This is an optimization exercise on Yosys and OpenROAD, whose aim is small area, a short achievable clock period and few clock cycles per item, not a production implementation.
In this exercise RTL edits were held to simulation tests only and were not proved equivalent to the original.
No activity file was given, so power comes from the tool's default toggle rates.

## flow/design.v (module list and top-level ports; edited modules follow where they fit)
// module fir_mac_rhe: 1848 lines
module fir_mac_rhe (
    input  wire        clk,
    input  wire        rst,         
    input  wire        in_valid,
    output wire        in_ready,
    input  wire [31:0] in_coef,
    input  wire [31:0] in_sample,
    input  wire        in_last,
    input  wire [5:0]  in_shift,
    output reg         out_valid,
    output reg  [31:0] out_data
);
  // ...
==> flow/flow/run.sh <==
#!/bin/bash
# Own layout flow: the standard flow (standard synthesis, floorplan,
# placement, CTS, routing) with a tighter setup repair target, so the
# resizer works toward a shorter clock period than the constraint's.
# Each tool's output goes to a log file of its own in this folder.
set -euo pipefail
MARGIN=$(cat flow/margin.txt 2>/dev/null || echo 6)
bash standard.sh synth > synth.log 2>&1
bash standard.sh SETUP_SLACK_MARGIN=$MARGIN floorplan > floorplan.log 2>&1
bash standard.sh SETUP_SLACK_MARGIN=$MARGIN place > place.log 2>&1
bash standard.sh SETUP_SLACK_MARGIN=$MARGIN cts > cts.log 2>&1
bash standard.sh SETUP_SLACK_MARGIN=$MARGIN route > route.log 2>&1
bash standard.sh SETUP_SLACK_MARGIN=$MARGIN finish > finish.log 2>&1
==> flow/flow/margin.txt <==
6.5
==> flow/standard.sh <==
#!/bin/bash
# synth_recipe.tcl (not shown) runs the flow's synth.tcl, then flattens the netlist and writes it again
# the make line also repeats each setting of config.mk as NAME=value (left out here)
make -C /OpenROAD-flow-scripts/flow DESIGN_CONFIG=/design/flow/config.mk WORK_HOME=/design/flow/orfs CLKGATE_MAP_FILE= SYNTH_SCRIPT=/design/flow/synth_recipe.tcl "${@:-finish}"
==> flow/config.mk <==
export PLATFORM = sky130hd
export DESIGN_NAME = fir_mac_rhe
export DESIGN_NICKNAME = fir_mac_rhe
export VERILOG_FILES = /design/flow/design.v
export SDC_FILE = /design/flow/constraint.sdc
export NUM_CORES = 4
export LEC_CHECK = 0
export ABC_AREA = 1
export CAP_MARGIN = 20
export CORE_MARGIN = 2
export CORE_UTILIZATION = 40
export CTS_CLUSTER_DIAMETER = 100
export CTS_CLUSTER_SIZE = 30
export PLACE_DENSITY = 0.5
export SLEW_MARGIN = 20
==> flow/constraint.sdc <==
create_clock -name core_clock -period 10.0 [get_ports {clk}]
set_input_delay 2.0000 -clock core_clock [delete_from_list [all_inputs] [get_ports {clk}]]
set_output_delay 2.0000 -clock core_clock [all_outputs]
set_load 0.01 [all_outputs]
==> flow_summary_export.csv, run 1 <==
group,metric,value,unit
synthesis,synth.largest_area_cell,"sky130_fd_sc_hd__dfxtp_1",
global_routing,grt_pass1_vias,34200,
finish,layout.nets,5211,
finish,antenna-diode-count,0,
min_path,hold_path_class,"flip-flop to flip-flop",
setup_path,slowest_cell_on_the_critical_path,"sky130_fd_sc_hd__fa_1",
detailed_routing,routed_via_density,6.06,
setup_path,crit-reg2reg-launch,"clr",
placed_design,port-buffer-count,106,
setup_path,critical_path.reg2reg.endpoint,"acc[64]",
synthesis,syn-cell-area,0.0371,mm²
clock_network,cts.sink_count,428,
finish,n_sequential_cell,428,
power,power_consumed_by_sequential_cells,0.00295,W
run,cap_violations,0,
floorplanning,fp.dieH,308,µm
finish,final_core_util,50.3,%
power,power.combinational.fraction,71.8,%
placed_design,detailed_place.area,0.0390,mm²
detailed_routing,met2_wirelength,64000,µm
outcome,status,"timing/DRC/antenna clean",
setup_path,logic_depth_of_the_worst_setup_path_including_buffers,19,
setup_path,end_kind,"flip-flop",
placed_design,dp_hpwl,104000,µm
placed_design,gpl.final_weighted_congestion,0.993,
finish,final-instance-count-excl-fill,5809,
Testbench counts, summed over its fixed seeds: cycles 26,362, items 26,330.
==> inputs of run 2 (changes only) <==
--- a/flow/design.v
+++ b/flow/design.v
@@ -192,43 +192,77 @@
     wire x3a_n79_g = x3a_n63_g | (x3a_n63_p & x3a_n55_g);
     wire x3a_n79_p = x3a_n63_p & x3a_n55_p;
     wire x3a_n80_g = x3a_g[32] | (x3a_p[32] & x3a_n79_g);
     wire x3a_n80_p = x3a_p[32] & x3a_n79_p;
     wire [33:0] x3_d = {(x3a_p[32] ^ x3a_n79_g), (x3a_p[31] ^ x3a_n78_g), (x3a_p[30] ^ x3a_n77_g), (x3a_p[29] ^ x3a_n76_g), (x3a_p[28] ^ x3a_n75_g), (x3a_p[27] ^ x3a_n74_g), (x3a_p[26] ^ x3a_n73_g), (x3a_p[25] ^ x3a_n72_g), (x3a_p[24] ^ x3a_n71_g), (x3a_p[23] ^ x3a_n70_g), (x3a_p[22] ^ x3a_n69_g), (x3a_p[21] ^ x3a_n68_g), (x3a_p[20] ^ x3a_n67_g), (x3a_p[19] ^ x3a_n66_g), (x3a_p[18] ^ x3a_n65_g), (x3a_p[17] ^ x3a_n64_g), (x3a_p[16] ^ x3a_n55_g), (x3a_p[15] ^ x3a_n54_g), (x3a_p[14] ^ x3a_n53_g), (x3a_p[13] ^ x3a_n52_g), (x3a_p[12] ^ x3a_n51_g), (x3a_p[11] ^ x3a_n50_g), (x3a_p[10] ^ x3a_n49_g), (x3a_p[9] ^ x3a_n48_g), (x3a_p[8] ^ x3a_n35_g), (x3a_p[7] ^ x3a_n34_g), (x3a_p[6] ^ x3a_n33_g), (x3a_p[5] ^ x3a_n32_g), (x3a_p[4] ^ x3a_n17_g), (x3a_p[3] ^ x3a_n16_g), (x3a_p[2] ^ x3a_n0_g), (x3a_p[1] ^ x3a_g[0]), (x3a_p[0] ^ 1'b0), xg[0]};
     reg  [31:0] x_r;
     reg  [33:0] x3_r;
     reg  [10:0] m1_r, m2_r, m3_r, m4_r, neg_r;
+    reg  [31:0] xn_r;
+    reg  [10:0] m1n_r, m2n_r, m3n_r, m4n_r, negn_r;
     reg         l0;
     reg  [5:0]  sh0;
     always @(posedge clk) begin
         x_r   <= xg;
         x3_r  <= x3_d;
         m1_r  <= m1_d;
         m2_r  <= m2_d;
         m3_r  <= m3_d;
         m4_r  <= m4_d;
         neg_r <= neg_d;
+        xn_r   <= ~xg;
+        m1n_r  <= ~m1_d;
+        m2n_r  <= ~m2_d;
+        m3n_r  <= ~m3_d;
+        m4n_r  <= ~m4_d;
+        negn_r <= ~neg_d;
         l0    <= beat & in_last;
         sh0   <= in_shift;
     end
     wire [33:0] x1s = {{2{x_r[31]}}, x_r};
     wire [33:0] x2s = {x_r[31], x_r, 1'b0};
     wire [33:0] x4s = {x_r, 2'b0};
-    wire [33:0] e0 = ((x1s & {34{m1_r[0]}}) | (x2s & {34{m2_r[0]}}) | (x3_r & {34{m3_r[0]}}) | (x4s & {34{m4_r[0]}})) ^ {34{neg_r[0]}};
-    wire [33:0] e1 = ((x1s & {34{m1_r[1]}}) | (x2s & {34{m2_r[1]}}) | (x3_r & {34{m3_r[1]}}) | (x4s & {34{m4_r[1]}})) ^ {34{neg_r[1]}};
-    wire [33:0] e2 = ((x1s & {34{m1_r[2]}}) | (x2s & {34{m2_r[2]}}) | (x3_r & {34{m3_r[2]}}) | (x4s & {34{m4_r[2]}})) ^ {34{neg_r[2]}};
-    wire [33:0] e3 = ((x1s & {34{m1_r[3]}}) | (x2s & {34{m2_r[3]}}) | (x3_r & {34{m3_r[3]}}) | (x4s & {34{m4_r[3]}})) ^ {34{neg_r[3]}};
-    wire [33:0] e4 = ((x1s & {34{m1_r[4]}}) | (x2s & {34{m2_r[4]}}) | (x3_r & {34{m3_r[4]}}) | (x4s & {34{m4_r[4]}})) ^ {34{neg_r[4]}};
-    wire [33:0] e5 = ((x1s & {34{m1_r[5]}}) | (x2s & {34{m2_r[5]}}) | (x3_r & {34{m3_r[5]}}) | (x4s & {34{m4_r[5]}})) ^ {34{neg_r[5]}};
-    wire [33:0] e6 = ((x1s & {34{m1_r[6]}}) | (x2s & {34{m2_r[6]}}) | (x3_r & {34{m3_r[6]}}) | (x4s & {34{m4_r[6]}})) ^ {34{neg_r[6]}};
-    wire [33:0] e7 = ((x1s & {34{m1_r[7]}}) | (x2s & {34{m2_r[7]}}) | (x3_r & {34{m3_r[7]}}) | (x4s & {34{m4_r[7]}})) ^ {34{neg_r[7]}};
-    wire [33:0] e8 = ((x1s & {34{m1_r[8]}}) | (x2s & {34{m2_r[8]}}) | (x3_r & {34{m3_r[8]}}) | (x4s & {34{m4_r[8]}})) ^ {34{neg_r[8]}};
-    wire [33:0] e9 = ((x1s & {34{m1_r[9]}}) | (x2s & {34{m2_r[9]}}) | (x3_r & {34{m3_r[9]}}) | (x4s & {34{m4_r[9]}})) ^ {34{neg_r[9]}};
-    wire [33:0] e10 = ((x1s & {34{m1_r[10]}}) | (x2s & {34{m2_r[10]}}) | (x3_r & {34{m3_r[10]}}) | (x4s & {34{m4_r[10]}})) ^ {34{neg_r[10]}};
+    wire [31:0] xb = ~xn_r;
+    wire [33:0] y1s = {{2{xb[31]}}, xb};
+    wire [33:0] y2s = {xb[31], xb, 1'b0};
+    wire [33:0] y4s = {xb, 2'b0};
+    wire [16:0] e0_0 = ((x1s[16:0] & {17{m1_r[0]}}) | (x2s[16:0] & {17{m2_r[0]}}) | (x3_r[16:0] & {17{m3_r[0]}}) | (x4s[16:0] & {17{m4_r[0]}})) ^ {17{neg_r[0]}};
+    wire [33:17] e0_1 = ((x1s[33:17] & {17{~m1n_r[0]}}) | (x2s[33:17] & {17{~m2n_r[0]}}) | (x3_r[33:17] & {17{~m3n_r[0]}}) | (x4s[33:17] & {17{~m4n_r[0]}})) ^ {17{~negn_r[0]}};
+    wire [33:0] e0 = {e0_1, e0_0};
+    wire [16:0] e1_0 = ((x1s[16:0] & {17{m1_r[1]}}) | (x2s[16:0] & {17{m2_r[1]}}) | (x3_r[16:0] & {17{m3_r[1]}}) | (x4s[16:0] & {17{m4_r[1]}})) ^ {17{neg_r[1]}};
+    wire [33:17] e1_1 = ((x1s[33:17] & {17{~m1n_r[1]}}) | (x2s[33:17] & {17{~m2n_r[1]}}) | (x3_r[33:17] & {17{~m3n_r[1]}}) | (x4s[33:17] & {17{~m4n_r[1]}})) ^ {17{~negn_r[1]}};
+    wire [33:0] e1 = {e1_1, e1_0};
+    wire [16:0] e2_0 = ((x1s[16:0] & {17{m1_r[2]}}) | (x2s[16:0] & {17{m2_r[2]}}) | (x3_r[16:0] & {17{m3_r[2]}}) | (x4s[16:0] & {17{m4_r[2]}})) ^ {17{neg_r[2]}};
+    wire [33:17] e2_1 = ((x1s[33:17] & {17{~m1n_r[2]}}) | (x2s[33:17] & {17{~m2n_r[2]}}) | (x3_r[33:17] & {17{~m3n_r[2]}}) | (x4s[33:17] & {17{~m4n_r[2]}})) ^ {17{~negn_r[2]}};
+    wire [33:0] e2 = {e2_1, e2_0};
+    wire [16:0] e3_0 = ((x1s[16:0] & {17{m1_r[3]}}) | (x2s[16:0] & {17{m2_r[3]}}) | (x3_r[16:0] & {17{m3_r[3]}}) | (x4s[16:0] & {17{m4_r[3]}})) ^ {17{neg_r[3]}};
+    wire [33:17] e3_1 = ((x1s[33:17] & {17{~m1n_r[3]}}) | (x2s[33:17] & {17{~m2n_r[3]}}) | (x3_r[33:17] & {17{~m3n_r[3]}}) | (x4s[33:17] & {17{~m4n_r[3]}})) ^ {17{~negn_r[3]}};
+    wire [33:0] e3 = {e3_1, e3_0};
+    wire [16:0] e4_0 = ((x1s[16:0] & {17{m1_r[4]}}) | (x2s[16:0] & {17{m2_r[4]}}) | (x3_r[16:0] & {17{m3_r[4]}}) | (x4s[16:0] & {17{m4_r[4]}})) ^ {17{neg_r[4]}};
+    wire [33:17] e4_1 = ((x1s[33:17] & {17{~m1n_r[4]}}) | (x2s[33:17] & {17{~m2n_r[4]}}) | (x3_r[33:17] & {17{~m3n_r[4]}}) | (x4s[33:17] & {17{~m4n_r[4]}})) ^ {17{~negn_r[4]}};
+    wire [33:0] e4 = {e4_1, e4_0};
+    wire [16:0] e5_0 = ((x1s[16:0] & {17{m1_r[5]}}) | (x2s[16:0] & {17{m2_r[5]}}) | (x3_r[16:0] & {17{m3_r[5]}}) | (x4s[16:0] & {17{m4_r[5]}})) ^ {17{neg_r[5]}};
+    wire [33:17] e5_1 = ((x1s[33:17] & {17{~m1n_r[5]}}) | (x2s[33:17] & {17{~m2n_r[5]}}) | (x3_r[33:17] & {17{~m3n_r[5]}}) | (x4s[33:17] & {17{~m4n_r[5]}})) ^ {17{~negn_r[5]}};
+    wire [33:0] e5 = {e5_1, e5_0};
+    wire [16:0] e6_0 = ((y1s[16:0] & {17{m1_r[6]}}) | (y2s[16:0] & {17{m2_r[6]}}) | (x3_r[16:0] & {17{m3_r[6]}}) | (y4s[16:0] & {17{m4_r[6]}})) ^ {17{neg_r[6]}};
+    wire [33:17] e6_1 = ((y1s[33:17] & {17{~m1n_r[6]}}) | (y2s[33:17] & {17{~m2n_r[6]}}) | (x3_r[33:17] & {17{~m3n_r[6]}}) | (y4s[33:17] & {17{~m4n_r[6]}})) ^ {17{~negn_r[6]}};
+    wire [33:0] e6 = {e6_1, e6_0};
+    wire [16:0] e7_0 = ((y1s[16:0] & {17{m1_r[7]}}) | (y2s[16:0] & {17{m2_r[7]}}) | (x3_r[16:0] & {17{m3_r[7]}}) | (y4s[16:0] & {17{m4_r[7]}})) ^ {17{neg_r[7]}};
+    wire [33:17] e7_1 = ((y1s[33:17] & {17{~m1n_r[7]}}) | (y2s[33:17] & {17{~m2n_r[7]}}) | (x3_r[33:17] & {17{~m3n_r[7]}}) | (y4s[33:17] & {17{~m4n_r[7]}})) ^ {17{~negn_r[7]}};
+    wire [33:0] e7 = {e7_1, e7_0};
+    wire [16:0] e8_0 = ((y1s[16:0] & {17{m1_r[8]}}) | (y2s[16:0] & {17{m2_r[8]}}) | (x3_r[16:0] & {17{m3_r[8]}}) | (y4s[16:0] & {17{m4_r[8]}})) ^ {17{neg_r[8]}};
+    wire [33:17] e8_1 = ((y1s[33:17] & {17{~m1n_r[8]}}) | (y2s[33:17] & {17{~m2n_r[8]}}) | (x3_r[33:17] & {17{~m3n_r[8]}}) | (y4s[33:17] & {17{~m4n_r[8]}})) ^ {17{~negn_r[8]}};
+    wire [33:0] e8 = {e8_1, e8_0};
+    wire [16:0] e9_0 = ((y1s[16:0] & {17{m1_r[9]}}) | (y2s[16:0] & {17{m2_r[9]}}) | (x3_r[16:0] & {17{m3_r[9]}}) | (y4s[16:0] & {17{m4_r[9]}})) ^ {17{neg_r[9]}};
+    wire [33:17] e9_1 = ((y1s[33:17] & {17{~m1n_r[9]}}) | (y2s[33:17] & {17{~m2n_r[9]}}) | (x3_r[33:17] & {17{~m3n_r[9]}}) | (y4s[33:17] & {17{~m4n_r[9]}})) ^ {17{~negn_r[9]}};
+    wire [33:0] e9 = {e9_1, e9_0};
+    wire [16:0] e10_0 = ((y1s[16:0] & {17{m1_r[10]}}) | (y2s[16:0] & {17{m2_r[10]}}) | (x3_r[16:0] & {17{m3_r[10]}}) | (y4s[16:0] & {17{m4_r[10]}})) ^ {17{neg_r[10]}};
+    wire [33:17] e10_1 = ((y1s[33:17] & {17{~m1n_r[10]}}) | (y2s[33:17] & {17{~m2n_r[10]}}) | (x3_r[33:17] & {17{~m3n_r[10]}}) | (y4s[33:17] & {17{~m4n_r[10]}})) ^ {17{~negn_r[10]}};
+    wire [33:0] e10 = {e10_1, e10_0};
     wire hs0 = neg_r[8] ^ e0[24];
     wire hc0 = neg_r[8] & e0[24];
     wire hs1 = e0[25] ^ e1[22];
     wire hc1 = e0[25] & e1[22];
     wire hs2 = e0[26] ^ e1[23];
     wire hc2 = e0[26] & e1[23];
     wire fs0 = neg_r[9] ^ e0[27] ^ e1[24];
     wire fc0 = (neg_r[9] & e0[27]) | (neg_r[9] & e1[24]) | (e0[27] & e1[24]);
==> flow/config.mk (replaced) <==
export PLATFORM = sky130hd
export DESIGN_NAME = fir_mac_rhe
export DESIGN_NICKNAME = fir_mac_rhe
export VERILOG_FILES = /design/flow/design.v
export SDC_FILE = /design/flow/constraint.sdc
export NUM_CORES = 4
export LEC_CHECK = 0
export ABC_AREA = 1
export CAP_MARGIN = 20
export CORE_MARGIN = 2
export CORE_UTILIZATION = 40
export PLACE_DENSITY = 0.6
export SLEW_MARGIN = 20
==> flow_summary_export.csv, run 2 <==
group,metric,value,unit
synthesis,post_synthesis_sequential_element_count,513,
global_routing,wire_length_of_the_first_global_routing_pass,209000,µm
finish,drive_gt1_share,17.9,%
synthesis,post_synthesis_instance_total,4773,
sta,fin_worst_skew,0.0460,ns
min_path,hold_path_class,"flip-flop to flip-flop",
synthesis,synth.area.top_cells,"sky130_fd_sc_hd__dfxtp_1, sky130_fd_sc_hd__fa_1, sky130_fd_sc_hd__xor2_1",
synthesis,syn-cell-area,0.0391,mm²
finish,registers.top_by_ff_count,"acc",
synthesis,synth_nets,5375,
sta,worstMarginPinSlew,1.06,ns
sta,max_slew_headroom,29.3,%
setup_path,end_kind,"flip-flop",
setup_path,worst-path-max-fanout,10,
finish,fillers,9255,
outcome,status,"timing/DRC/antenna clean",
power,p_sw,0.00698,W
clock_network,cts_max_level,2,
synthesis,synth_largest_type_area_fraction,26.3,%
global_routing,grt_pass1_vias,33500,
finish,seqCellArea,0.0104,mm²
sta,rsz0062_at_grt,"true",
placed_design,gpl.final_weighted_congestion,0.988,
clock_network,clk_path_buf_depth,3,
floorplanning,design.die.area,0.100,mm²
synthesis,async_reset_ff_share,0,%
setup_path,startpoint_type,"flip-flop",
finish,multi_input_gate_area,0.0266,mm²
clock_network,worstSkewPairLatency,0.66,ns
finish,area_delta_synth_final,20.5,%
setup_path,timing_worst_setup_path_type,"flip-flop to flip-flop",
power,clock_power_share,14.9,%
sta,finalSetupViolCount,0,
synthesis,synth.yosys.seq_area_share,26.3,%
power,power.combinational.fraction,62.9,%
power,vdd_ir_drop_max,0.268,mV
clock_network,clock_pin_slew_reported_for_the_worst_setup_and_hold_paths_after_clock_tree_synthesis,0.06,ns
synthesis,ranking_of_synthesized_cells_by_instance_count,"sky130_fd_sc_hd__inv_1, sky130_fd_sc_hd__nand2_1, sky130_fd_sc_hd__dfxtp_1",
detailed_routing,detail_route.first_pass.iterations,8,
power,switching_power_share_of_the_total,47.2,%
power,power.static_leakage,21.6,nW
synthesis,postSynth.topFlopCell,"sky130_fd_sc_hd__dfxtp_1",
detailed_routing,route.detailed.drc,0,
synthesis,synth.distinct_cells,53,
detailed_routing,routed_via_density,5.67,
detailed_routing,drt-initial-drc-count,3740,
power,int_pwr,0.00781,W
sta,finalWorstSetupSlack,6.48,ns
synthesis,synth.largest_area_cell,"sky130_fd_sc_hd__dfxtp_1",
sta,final_count_of_pins_violating_max_slew,0,
run,cap_violations,0,
finish,mostFrequentLayoutCell,"sky130_fd_sc_hd__inv_1",
synthesis,post-synth-top-count-cell,"sky130_fd_sc_hd__inv_1",
sta,timing.final.hold_violations,0,
synthesis,synth-edff-count,0,
global_routing,overflow,0,
finish,largest_register_ffs,76,
detailed_routing,route.detailed.wl_per_inst,23.0,µm
finish,antenna-diode-count,0,
floorplanning,core_area,0.0969,mm²
clock_network,cts_root_cell,"sky130_fd_sc_hd__clkbuf_16",
clock_network,cts.sink_count,513,
finish,layout.nets,5451,
synthesis,synth_area_per_cell,8.20,µm²
finish,most-common-layout-cells,"sky130_fd_sc_hd__inv_1, sky130_fd_sc_hd__nand2_1, sky130_fd_sc_hd__dfxtp_1",
setup_path,required,10.50,ns
placed_design,port-buffer-count,106,
sta,timing.hold.ws,0.324,ns
finish,final_core_util,48.7,%
setup_path,worst-endpoint-arrival,4.02,ns
synthesis,synth.yosys.warnings,1,
power,power_per_cell_area,314,mW/mm²
sta,setup_tns,0,ns
clock_network,total_cts_buffers,58,
global_routing,grt_antenna_before_repair,1,
sta,final.period_utilization,35.2,%
detailed_routing,totalWireLength,142000,µm
floorplanning,fp.dieH,317,µm
finish,largestRegisters,"acc x76, x3_r x33",
detailed_routing,postRouteAntennaNets,0,
detailed_routing,route.vias.total,35000,
floorplanning,io_pins,108,
sta,finalCriticalPeriod,3.52,ns
floorplanning,num_rows,114,
clock_network,tritoncts,"yes",
power,power,0.0148,W
placed_design,dp_worst_setup_slack,4.66,ns
sta,max_freq,0.284,GHz
global_routing,grt_usage,27.5,%
floorplanning,die_w,317,µm
global_routing,grt_start_max_net_pins,52,
floorplanning,floorplan.initialDensity,40.4,%
placed_design,dp_hpwl,105000,µm
power,sequential_cell_fraction_of_total_power,22.2,%
-- run 2: cell type report --
cell class                 instances  share of cell area (%)
sequential                       513                    22.1
tap                             1276                    3.39
timing repair buffer             306                    6.67
clock buffer                      80                    3.60
clock inverter                    26                   0.619
timing repair inverter             9                   0.234
multi-input combinational       3157                    56.5
inverter                         804                    6.87
-- run 2: cell families (layout without fill, tap and decap cells) --
kind of cell,after synthesis,after routing,share of synthesized area (%)
AOI/OAI and AO/OA,931,931,15.7
xor gates and xnor gates,466,466,10.4
adders and majority gates,528,528,23.5
buffers and inverters,1103,1225,10.9
DFF,513,513,26.3
muxes,1,1,0.0256
other,1,1,0.00959
and+or+nand+nor,1230,1230,13.2
-- run 2: worst max-delay path: stages, from the launching register on --
cell and delay [ns]:
sky130_fd_sc_hd__dfxtp_1 0.85, sky130_fd_sc_hd__a221oi_2 0.19, sky130_fd_sc_hd__xor2_1 0.20, sky130_fd_sc_hd__fa_2 0.53, sky130_fd_sc_hd__inv_1 0.08, sky130_fd_sc_hd__fa_1 0.51, sky130_fd_sc_hd__fa_1 0.48, sky130_fd_sc_hd__fa_1 0.53
-- run 2: path summary, 6_finish.rpt --
check / to / slack [ns] / from / depth (start not counted)
hold reg to reg: sh2[5] / 0.32 / sh1[5] / 0
hold / removal: sh2[5] / 0.32 / sh1[5] / 0
setup / recovery: pp_c29[1] / 6.48 / x3_r[28] / 7
setup reg to reg: pp_c29[1] / 6.48 / x3_r[28] / 7
-- run 2: power groups by stage --
stage | logic [W] | registers, W | clock network [W]
after CTS | 0.00830 | 0.00324 | 0.00225
after detailed placement | 0.00764 | 0.00326 | 0
final | 0.00929 | 0.00329 | 0.00221
after global routing | 0.0104 | 0.00332 | 0.00233
after global placement | 0.00756 | 0.00326 | 0
after floorplan | 0.00579 | 0.00298 | 0
-- run 2: layer usage --
metal  wire length [µm]  vias to the layer above  part of all wire [%]  GRT usage [%]
met1              59900                    16700                    42           37.2
met5                 11                        -                0.0078              0
met3              11700                      482                   8.3           4.78
li1                   -                    15900                     -              -
met2              61900                     1917                    44           43.0
met4               8060                        2                   5.7           12.3
-- run 2: metrics by stage --
| stage | area, µm² | instances |
|---|---|---|
| 6_report | 47100 | 6171 |
| 4_1_cts | 44900 | 6100 |
| 5_1_grt | 47100 | 6171 |
| 3_5_place_dp | 40800 | 5876 |
| 2_1_floorplan | 39200 | 4773 |
| 3_3_place_gp | 40700 | 5875 |
-- run 2: repair_timing --
action,4_1_cts,5_1_grt
resized for setup,318,429
buffers inserted,104,59
pin swaps,31,106
setup endpoints to repair,203,138
hold buffers,0,0
cloned,14,12
Testbench counts of run 2, summed over its fixed seeds: cycles 26,362, items 26,330.

## re-timing with driven ports
The results above use ideal ports. As a check the final layouts listed here were re-extracted and re-timed, cells and wires unchanged.
Step 1 assumes that a clkbuf_16 drives the clock port and a buf_2 every other input.
Step 2 moves the port delays by t, midway between the first and last clock arrival at a register: inputs arrive t later, outputs are due t later. That takes back most of the time a late clock gives input paths.
Slacks: ideal ports / drivers / drivers and shift; pairs: ideal ports / drivers.
run	t, ns	setup WS [ns]	clock arrival spread, ns	slew at the worst register clock pin (ns)
run 1	0.702	6.476 / 6.476 / 5.877	0.032 / 0.032	0.11 / 0.11
run 2	0.698	6.479 / 6.479 / 5.814	0.046 / 0.046	0.07 / 0.07
After both steps setup and hold are still met in every run listed. For run 2, which loses most, drivers alone change the setup slack by 0.000 ns; drivers and shift together by -0.665 ns.
